Background: an optimization exercise with open tools, aiming at a short achievable clock period and few clock cycles. Do not read the settings as production practice. The RTL was checked by simulation tests, not by an equivalence proof against the original design. No activity file was given, so power comes from the tool's default toggle rates.

run G:
==> flow/design.v (excerpt) <==
module arq_core (
    input  wire        clk,
    input  wire        rst,           
    output reg         mem_re,
    output reg         mem_we,
    output reg  [7:0]  mem_addr,
    output reg  [31:0] mem_wdata,
    input  wire [31:0] mem_rdata,
    output reg         retire,        
    output wire        halted,
    output wire        faulted,
    output wire [31:0] pc,
    output wire [31:0] r0,
    output wire [31:0] r1,
    output wire [31:0] r2,
    output wire [31:0] r3,
    output wire [2:0]  flags,         
    output wire [31:0] icount,
    output reg  [2:0]  fault_code,
    output reg  [31:0] fault_value,
    output reg  [31:0] fault_pc,
    output reg  [4:0]  fault_opc
);
Size in the first run: roughly 770 flip-flops, about 350 I/O pins, roughly 66,000 µm² of cells after synthesis.
==> flow/config.mk <==
export PLATFORM = sky130hd
export DESIGN_NAME = arq_core
export DESIGN_NICKNAME = arq_core
export VERILOG_FILES = /design/flow/design.v
export SDC_FILE = /design/flow/constraint.sdc
export NUM_CORES = 4
export LEC_CHECK = 0
export CAP_MARGIN = 20
export CORE_MARGIN = 2
export CORE_UTILIZATION = 40
export SLEW_MARGIN = 20
export SYNTH_MEMORY_MAX_BITS = 65536
==> flow/constraint.sdc <==
create_clock -name core_clock -period 10.0 [get_ports {clk}]
set_input_delay 2.0000 -clock core_clock [delete_from_list [all_inputs] [get_ports {clk}]]
set_output_delay 2.0000 -clock core_clock [all_outputs]
set_load 0.01 [all_outputs]
standard.sh (not shown) runs the stock make flow with config.mk's settings and CLKGATE_MAP_FILE= SYNTH_SCRIPT=/design/flow/synth_recipe.tcl, a recipe that flattens the netlist after the stock synthesis.
==> flow/flow/run.sh <==
#!/bin/bash
set -euo pipefail
cd "$(dirname "$0")/.."
bash standard.sh SETUP_SLACK_MARGIN=6.5 ABC_CLOCK_PERIOD_IN_PS=3000 TNS_END_PERCENT=20 finish > flow_make.log 2>&1
Testbench counts of run G, summed over its fixed seeds: cycles 44,778.
Modified inputs, run C compared to run G
-- flow/design.v --
<<< run G, line 184
    wire [8:0]  nx_p1 = {1'b0, nx[7:0]} + 9'd1;
    wire [8:0]  q0_p1 = {1'b0, q0[7:0]} + 9'd1;
    reg  [31:0] bpp;
    reg         bneg;
    always @* begin
        case (yb[2:0])
            3'b001, 3'b010: begin bpp = xs;                bneg = 1'b0; end
            3'b011:         begin bpp = {xs[30:0], 1'b0};  bneg = 1'b0; end
            3'b100:         begin bpp = ~{xs[30:0], 1'b0}; bneg = 1'b1; end
            3'b101, 3'b110: begin bpp = ~xs;               bneg = 1'b1; end
            default:        begin bpp = 32'd0;             bneg = 1'b0; end
        endcase
    end
    wire [31:0] mul_sum  = add32(acc, bpp, bneg);
    wire        mul_zero = sum_zero(acc, bpp, bneg);
>>> run C, line 184
    wire [8:0]  nx_p1 = {1'b0, nx[7:0]} + 9'd1;
    wire [8:0]  q0_p1 = {1'b0, q0[7:0]} + 9'd1;
    function [32:0] booth(input [2:0] w, input [31:0] x);    
        case (w)
            3'b001, 3'b010: booth = {1'b0, x};
            3'b011:         booth = {1'b0, x[30:0], 1'b0};
            3'b100:         booth = {1'b1, ~{x[30:0], 1'b0}};
            3'b101, 3'b110: booth = {1'b1, ~x};
            default:        booth = 33'd0;
        endcase
    endfunction
    reg  [31:0] bpp;
    reg         bneg;
    wire [31:0] mul_sum  = add32(acc, bpp, bneg);
    wire        mul_zero = sum_zero(acc, bpp, bneg);
<<< run G, line 657
            acc  <= 32'd0;
            case (msel)
                2'd0: begin xs <= opx;  yb <= {rq0, 1'b0};  ydone <= (rq0[31:1] == 31'd0) || (rq0[31:1] == {31{1'b1}}); end
                2'd1: begin xs <= dreg; yb <= {opy, 1'b0};  ydone <= (opy[31:1] == 31'd0) || (opy[31:1] == {31{1'b1}}); end
                default: begin xs <= opx; yb <= {dreg, 1'b0}; ydone <= (dreg[31:1] == 31'd0) || (dreg[31:1] == {31{1'b1}}); end
            endcase
            mmem <= (op == 5'd9);
>>> run C, line 657
            acc  <= 32'd0;
            case (msel)
                2'd0: begin xs <= opx;  yb <= {rq0, 1'b0};  ydone <= (rq0[31:1] == 31'd0) || (rq0[31:1] == {31{1'b1}});
                            {bneg, bpp} <= booth({rq0[1:0], 1'b0}, opx); end
                2'd1: begin xs <= dreg; yb <= {opy, 1'b0};  ydone <= (opy[31:1] == 31'd0) || (opy[31:1] == {31{1'b1}});
                            {bneg, bpp} <= booth({opy[1:0], 1'b0}, dreg); end
                default: begin xs <= opx; yb <= {dreg, 1'b0}; ydone <= (dreg[31:1] == 31'd0) || (dreg[31:1] == {31{1'b1}});
                            {bneg, bpp} <= booth({dreg[1:0], 1'b0}, opx); end
            endcase
            mmem <= (op == 5'd9);
<<< run G, line 667
            yb    <= {{2{yb[32]}}, yb[32:2]};
            ydone <= (yb[32:4] == 29'd0) || (yb[32:4] == {29{1'b1}});
        end
    end
>>> run C, line 670
            yb    <= {{2{yb[32]}}, yb[32:2]};
            ydone <= (yb[32:4] == 29'd0) || (yb[32:4] == {29{1'b1}});
            {bneg, bpp} <= booth(yb[4:2], {xs[29:0], 2'b00});
        end
    end
## What came out
Run C has leakage component of the power below what run G had.
Relative to run G, the final cell area reported for run C is higher.
When the final numbers for run G and run C were put side by side, the simple-gate portion of the synthesized area turned out to be greater in run C.
Summary of run C over run G: non-filler instance count after layout higher; met2 layer usage reported by global route lower; number of instances in the synthesized netlist higher.
Testbench counts of run C, summed over its fixed seeds: cycles 44,778.

port drivers added, routing unchanged:
The flow's constraints put no driver on any port. The routed layouts listed below were extracted and timed again, unchanged, in two steps.
Step 1 assumes that a clkbuf_16 drives the clock port and a buf_2 every other input.
Step 2 adds t to the input delays and takes it off the output delays; t is the mean of the earliest and latest rising clock arrival at the registers after step 1. Input paths then give back, and output paths get back, about the clock's delay inside the block.
Three values: no drivers, after step 1, after step 2; two values: the first two.
run | t, ns | slack for setup (ns) | hold WS [ns]
run G | 0.816 | 5.739 / 5.739 / 5.427 | 0.453 / 0.453 / 0.453
run C | 0.811 | 5.690 / 5.680 / 5.457 | 0.445 / 0.445 / 0.445
After both steps setup and hold are still met in every run listed. The setup slack of run G, which loses most, moves by 0.000 ns with the drivers and by -0.312 ns with both steps.
